This design comes from an exercise in tuning for small area, a short achievable clock period and few clock cycles on the open sky130 flow, not from production work.
Function not checked in this run: the RTL went through the layout flow alone.

--- design/flow/design.v ---
module c2mux_addr_enc (
    input  wire        clk,
    input  wire        rst,
    input  wire        start,
    input  wire [63:0] id,
    input  wire [3:0]  idlen,
    input  wire [7:0]  subid,
    input  wire        mcast,
    output reg         busy,
    output reg         done,
    output reg  [47:0] addr,
    output reg         addr_valid,
    output reg  [2:0]  cfgerr
);
    localparam [2:0] CFG_NONE        = 3'd0;
    localparam [2:0] CFG_SUBID_RANGE = 3'd1;
    localparam [2:0] CFG_BAD_CHAR    = 3'd2;
    localparam [2:0] CFG_BAD_LEN     = 3'd3;
    function [5:0] digit;
        input [7:0] c;
        begin
            if (c >= 8'h30 && c <= 8'h39)
                digit = c - 8'h30;
            else if (c >= 8'h41 && c <= 8'h5A)
                digit = c - 8'h41 + 6'd10;
            else if (c >= 8'h61 && c <= 8'h7A)
                digit = c - 8'h61 + 6'd10;
            else
                digit = 6'd37;
        end
    endfunction
    reg [2:0] chk;
    integer   k;
    always @(*) begin
        chk = CFG_NONE;
        for (k = 0; k < 8; k = k + 1)
            if (k < idlen && digit(id[8*k +: 8]) == 6'd37)
                chk = CFG_BAD_CHAR;
        if (idlen > 4'd8)
            chk = CFG_BAD_LEN;
        if (subid[7] || subid > 8'd15)
            chk = CFG_SUBID_RANGE;
    end
    reg [63:0] id_r;
    reg [3:0]  idlen_r;
    reg [3:0]  sub_r;
    reg        mc_r;
    reg [2:0]  err_r;
    reg [2:0]  pos;         
    reg [41:0] v;
    wire [5:0]  d     = (pos < idlen_r) ? digit(id_r[8*pos +: 8]) : 6'd36;
    wire [41:0] v_nxt = v * 42'd37 + d;
    always @(posedge clk) begin
        if (rst) begin
            busy       <= 1'b0;
            done       <= 1'b0;
            addr_valid <= 1'b0;
            cfgerr     <= CFG_NONE;
        end else begin
            done <= 1'b0;
            if (!busy) begin
                if (start) begin
                    busy    <= 1'b1;
                    id_r    <= id;
                    idlen_r <= idlen;
                    sub_r   <= subid[3:0];
                    mc_r    <= mcast;
                    err_r   <= chk;
                    pos     <= 3'd7;
                    v       <= 42'd0;
                end
            end else begin
                v   <= v_nxt;
                pos <= pos - 3'd1;
                if (pos == 3'd0) begin
                    busy <= 1'b0;
                    done <= 1'b1;
                    if (err_r == CFG_NONE) begin
                        addr       <= {v_nxt[41:40], sub_r, 1'b1, mc_r, v_nxt[39:0]};
                        addr_valid <= 1'b1;
                    end else begin
                        addr_valid <= 1'b0;
                    end
                    cfgerr <= err_r;
                end
            end
        end
    end
endmodule
module c2mux_act_est #(
    parameter N_SPEECH = 320
) (
    input  wire        clk,
    input  wire        rst,
    input  wire        smp_valid,
    input  wire [15:0] smp_data,
    input  wire [31:0] thr,
    output reg         done,
    output reg  [39:0] sumsq,
    output reg         below
);
    localparam CNT_W = $clog2(N_SPEECH);
    reg [CNT_W-1:0] cnt;
    reg             sq_valid;
    reg             sq_last;
    reg [30:0]      sq;
    reg [40:0]      thr_n;
    wire last = (cnt == N_SPEECH - 1);
    wire signed [31:0] prod = $signed(smp_data) * $signed(smp_data);
    always @(posedge clk) begin
        if (rst) begin
            cnt      <= {CNT_W{1'b0}};
            sq_valid <= 1'b0;
            sq_last  <= 1'b0;
        end else begin
            sq_valid <= smp_valid;
            sq_last  <= smp_valid && last;
            if (smp_valid) begin
                sq  <= prod[30:0];
                cnt <= last ? {CNT_W{1'b0}} : cnt + 1'b1;
                if (last)
                    thr_n <= thr * N_SPEECH;
            end
        end
    end
    reg  [39:0] acc;
    wire [39:0] acc_nxt = acc + sq;
    always @(posedge clk) begin
        if (rst) begin
            acc  <= 40'd0;
            done <= 1'b0;
        end else begin
            done <= 1'b0;
            if (sq_valid) begin
                if (sq_last) begin
                    acc   <= 40'd0;
                    sumsq <= acc_nxt;
                    below <= {acc_nxt, 1'b0} < thr_n;
                    done  <= 1'b1;
                end else begin
                    acc <= acc_nxt;
                end
            end
        end
    end
endmodule
module c2mux_dp (
    input  wire        clk,
    input  wire        rst,           
    input  wire        enc_start,     
    input  wire [63:0] enc_id,        
    input  wire [3:0]  enc_idlen,
    input  wire [7:0]  enc_subid,     
    input  wire        enc_mcast,
    output wire        enc_busy,
    output wire        enc_done,
    output wire [47:0] addr,          
    output wire        addr_valid,
    output wire [2:0]  cfgerr,
    input  wire        smp_valid,
    input  wire [15:0] smp_data,      
    input  wire [31:0] thr,           
    output wire        est_done,
    output wire [39:0] sumsq,
    output wire        est_data       
);
    c2mux_addr_enc u_enc (
        .clk        (clk),
        .rst        (rst),
        .start      (enc_start),
        .id         (enc_id),
        .idlen      (enc_idlen),
        .subid      (enc_subid),
        .mcast      (enc_mcast),
        .busy       (enc_busy),
        .done       (enc_done),
        .addr       (addr),
        .addr_valid (addr_valid),
        .cfgerr     (cfgerr)
    );
    c2mux_act_est #(.N_SPEECH(320)) u_est (
        .clk       (clk),
        .rst       (rst),
        .smp_valid (smp_valid),
        .smp_data  (smp_data),
        .thr       (thr),
        .done      (est_done),
        .sumsq     (sumsq),
        .below     (est_data)
    );
endmodule
--- design/flow/run.sh ---
#!/bin/bash
# synth_recipe.tcl (not shown) runs the flow's synth.tcl, then flattens the netlist and writes it again
# the make line also repeats each setting of config.mk as NAME=value (left out here)
make -C /OpenROAD-flow-scripts/flow DESIGN_CONFIG=/design/flow/config.mk WORK_HOME=/design/flow/orfs CLKGATE_MAP_FILE= SYNTH_SCRIPT=/design/flow/synth_recipe.tcl finish
--- design/flow/config.mk ---
export PLATFORM = sky130hd
export DESIGN_NAME = c2mux_dp
export DESIGN_NICKNAME = c2mux_dp
export VERILOG_FILES = /design/flow/design.v
export SDC_FILE = /design/flow/constraint.sdc
export NUM_CORES = 4
export LEC_CHECK = 0
export CAP_MARGIN = 20
export CORE_MARGIN = 2
export CORE_UTILIZATION = 40
export SLEW_MARGIN = 20
--- design/flow/constraint.sdc ---
create_clock -name core_clock -period 10.0 [get_ports {clk}]
set_input_delay 2.0000 -clock core_clock [delete_from_list [all_inputs] [get_ports {clk}]]
set_output_delay 2.0000 -clock core_clock [all_outputs]
set_load 0.01 [all_outputs]
==> flow_metrics.tcl <==
set metrics [dict create \
    status "no timing/DRC/antenna violations" \
    antenna_found_initial 1 \
    num_rows 103 \
    grt_pass1_vias 22800 \
    slew_viol_final 0 \
    start_kind "input pin" \
    synth_edf_count 273 \
    required_ps 10300 \
    r2r_end "u_enc.v[40]" \
    maxSlewHeadroom_pct 36.1 \
    regArea_um2 9340 \
    vias 23100 \
    ys_ff_latch 330 \
    portBuffers 222 \
    ys.flop_type "edfxtp_1" \
    grt_start_max_net_pins 71 \
    yosysUniqueCellTypes 82 \
    worstPathArrival_ps 9060 \
    fin_skew_ps 27.3 \
    synth_nets 4065 \
    fill_cells 7542 \
    fin_crit_sh_pct 87.6 \
    synth_seq_area_share_pct 29.1 \
    io_pins 225 \
    cts_buffers 40 \
    tns_ps 0 \
    die_x_um 287 \
    async_reset_ff_share_pct 0 \
    grt_remaining_overflow 0 \
    max_freq_ghz 0.114 \
    ant_nets 0 \
    track_usage_pct 18.6 \
    htree_levels 2 \
    timing.final.crit_period_ps 8760 \
    place_area_um2 35600 \
    synthCells 3226 \
    postCtsSetupBuffers 0 \
    rsz0062_at_grt "false" \
    timing.max_cap.violations 0 \
    finalInstanceArea_um2 37000 \
    crit_path_end_kind "register" \
    grt_pass1_wl_um 122000 \
    wirelength_um 76000 \
    setup_viol 0 \
    path_clk_slew_ps 60 \
    hp-class "register to register" \
    cts_max_path_buffers 3 \
    clock_sinks 330 \
    start_util_pct 40.5 \
    postCtsResizedCells 0 \
    gp_congestion 0.880 \
    hold_buffers 0 \
    nets 4285 \
    crit_path_end "u_est.sq[30]" \
    first_pass_iters 6 \
    worst_pin_slew_ps 956 \
    cts_tree "yes" \
    fin_util_pct 46.7 \
    drc 0 \
    hold_violations 0 \
    fp.coreArea_um2 79300 \
    dieArea_um2 82600 \
    r2r_slack_ps 3290 \
    hpwl_um 60900 \
    syn_area_um2 32100 \
    wl_per_cell_um 16.8 \
    r2r_cells 24 \
    crit_start "smp_data[5]" \
    path_class "input pin to register" \
    multi_input_area_um2 20100 \
    clock_latency_ps 570 \
    avgViaCountPerCell 5.10 \
    syn_to_final_growth_pct 15.2 \
    drive_gt1_share_pct 3.97 \
    timing.rr.start "u_enc.pos[1]" \
    avgSynthCellArea_um2 9.96 \
    clockRootBuffer "clkbuf_16" \
    ys_warn_count 2 \
    fp.dieH_um 287 \
    drtIter0Drc 1118 \
    path_max_fanout 19 \
]
[area by class of cell]
class / count / share of cell area [%]
clock buffer: 50 / 3.09
antenna: 1 / 0.00676
sequential: 330 / 25.2
inverter: 660 / 6.70
multi-input combinational: 2173 / 54.3
timing repair buffer: 241 / 6.38
clock inverter: 24 / 0.774
tap: 1050 / 3.55
[placed cells by master, fill, tap and decap left out, types with 9 or more instances in the layout]
| master | netlist | routed |
|---|---|---|
| or2_2 | 9 | 9 |
| o211ai_1 | 12 | 12 |
| nand3_1 | 32 | 32 |
| o21bai_1 | 21 | 21 |
| nand4_1 | 28 | 28 |
| a22oi_1 | 24 | 24 |
| edfxtp_1 | 273 | 273 |
| nor2b_1 | 30 | 29 |
| and2_1 | 79 | 79 |
| nor2_1 | 191 | 188 |
| buf_4 | 2 | 19 |
| a211oi_1 | 31 | 31 |
| nand2_1 | 196 | 196 |
| and3_1 | 31 | 29 |
| a21oi_1 | 147 | 147 |
| xnor2_1 | 101 | 101 |
| mux2i_1 | 11 | 11 |
| xor2_1 | 53 | 53 |
| a211o_1 | 11 | 11 |
| a21o_1 | 71 | 71 |
| mux4_2 | 12 | 12 |
| inv_1 | 658 | 658 |
| nand2b_1 | 29 | 29 |
| o21a_1 | 25 | 25 |
| or3_1 | 13 | 13 |
| nor3b_1 | 10 | 10 |
| ha_1 | 442 | 442 |
| nor3_1 | 26 | 26 |
| nor4b_1 | 9 | 9 |
| clkdlybuf4s50_1 | 0 | 221 |
| fa_1 | 268 | 268 |
| clkbuf_16 | 0 | 44 |
| dfxtp_1 | 57 | 57 |
| o21ai_0 | 97 | 97 |
| a31oi_1 | 25 | 25 |
[worst min path at each step]
stage                         startpoint             end  slack (ps)  cells after the start
after floorplan               u_enc.mc_r  u_enc.addr[40]         400                      0
after global placement    u_enc.sub_r[0]  u_enc.addr[42]         400                      0
after detailed placement  u_enc.sub_r[1]  u_enc.addr[43]         410                      0
after CTS                 u_enc.sub_r[1]  u_enc.addr[43]         420                      0
after global routing      u_enc.sub_r[3]  u_enc.addr[45]         430                      0
final                     u_enc.sub_r[3]  u_enc.addr[45]         420                      0
[state kept, by name (all words and copies together), names as in the netlist, 2 cells and up]
name,flops
u_est.sq,30
u_enc.idlen_r,4
u_est.acc,40
u_est.sumsq,40
u_enc.v,42
u_est.cnt,9
u_enc.id_r,64
u_enc.cfgerr,2
u_enc.pos,3
u_enc.addr,47
u_est.thr_n,35
u_enc.err_r,2
u_enc.sub_r,4
[per-layer routing]
| layer | track usage (%) | share of wire, % | vias to the layer above |
|---|---|---|---|
| met5 | 0 | 0 | - |
| met4 | 4.44 | 2.1 | 0 |
| met3 | 2.33 | 4.9 | 94 |
| met2 | 30.5 | 47 | 476 |
| met1 | 26.1 | 46 | 11200 |
| li1 | - | - | 11300 |
[stage by stage]
step | std cells | setup WS [ps] | hold WS [ps]
final | 4529 | 1240 | 420
after global routing | 4529 | 909 | 428
after CTS | 4528 | 1380 | 419
after detailed placement | 4454 | 775 | 405
after global placement | 4454 | 861 | 401
after floorplan | 3226 | 1980 | 400
[worst max-delay path, stage by stage]
cell and delay, ps:
clkdlybuf4s50_1 1060, and2_1 290, inv_1 70, fa_1 500, inv_1 50, fa_1 490, inv_1 60, fa_1 470
inv_1 60, fa_1 500, fa_1 550, inv_1 60, fa_1 530, inv_1 40, ha_1 370, o21ai_0 210
a21oi_1 110, o21ai_0 220, a311oi_1 120, o41ai_1 480, o2111ai_1 290, a41o_1 300, a21oi_1 180, xnor2_1 80
[logic make-up (layout without fill, tap and decap cells)]
kind of cell,Yosys count,in the layout,share of synthesized area (%)
flops,330,330,29.1
other cells,2,3,0.0234
compound gates,563,563,11.6
mux,35,35,1.83
fa+ha+maj,710,710,33.9
xor+xnor,154,154,4.20
buf+inv,723,975,8.51
simple gates,709,709,10.8
[cells in the mapped netlist, drive strengths merged (10+ instances only)]
cell type	count	area, um2
a211o	11	96.3
a211oi	32	245
a21o	71	533
a21oi	147	736
a22oi	24	180
a31oi	25	156
and2	79	494
and3	31	194
clkbuf	57	214
dfxtp	57	1140
edfxtp	273	8200
fa	268	5370
ha	442	5530
inv	660	2480
mux2i	12	133
mux4	16	375
nand2	196	736
nand2b	29	181
nand3	32	160
nand4	28	175
nor2	191	717
nor2b	30	188
nor3	26	130
nor3b	10	75.1
o211ai	12	90.1
o21a	25	188
o21ai	98	490
o21bai	21	158
or3	13	81.3
xnor2	101	885
xor2	53	464

## afterwards: timing with drivers on the ports
Ports are ideal in the flow. The routed layout listed here was re-timed in OpenROAD.
Step 1 (the two cells are an assumption about what drives the block):
set clk [get_ports {clk}]
set_driving_cell -lib_cell sky130_fd_sc_hd__clkbuf_16 $clk
set_driving_cell -lib_cell sky130_fd_sc_hd__buf_2 [delete_from_list [all_inputs] $clk]
Step 2 times the ports against the registers' clock, not the clock port: input delays grow and output delays shrink by t, the midpoint of the rising clock arrivals with the driver on.
a / b / c = no drivers / after step 1 / after step 2; a / b = the first two.
t (ns): 0.617
setup slack, ns: 1.240 / 1.270 / 0.653
clock arrival spread, ns: 0.027 / 0.028
worst register clock-pin slew, ns: 0.07 / 0.07
After both steps this run still meets setup and hold. The setup slack of this run moves by +0.030 ns with the drivers and by -0.587 ns with both steps.
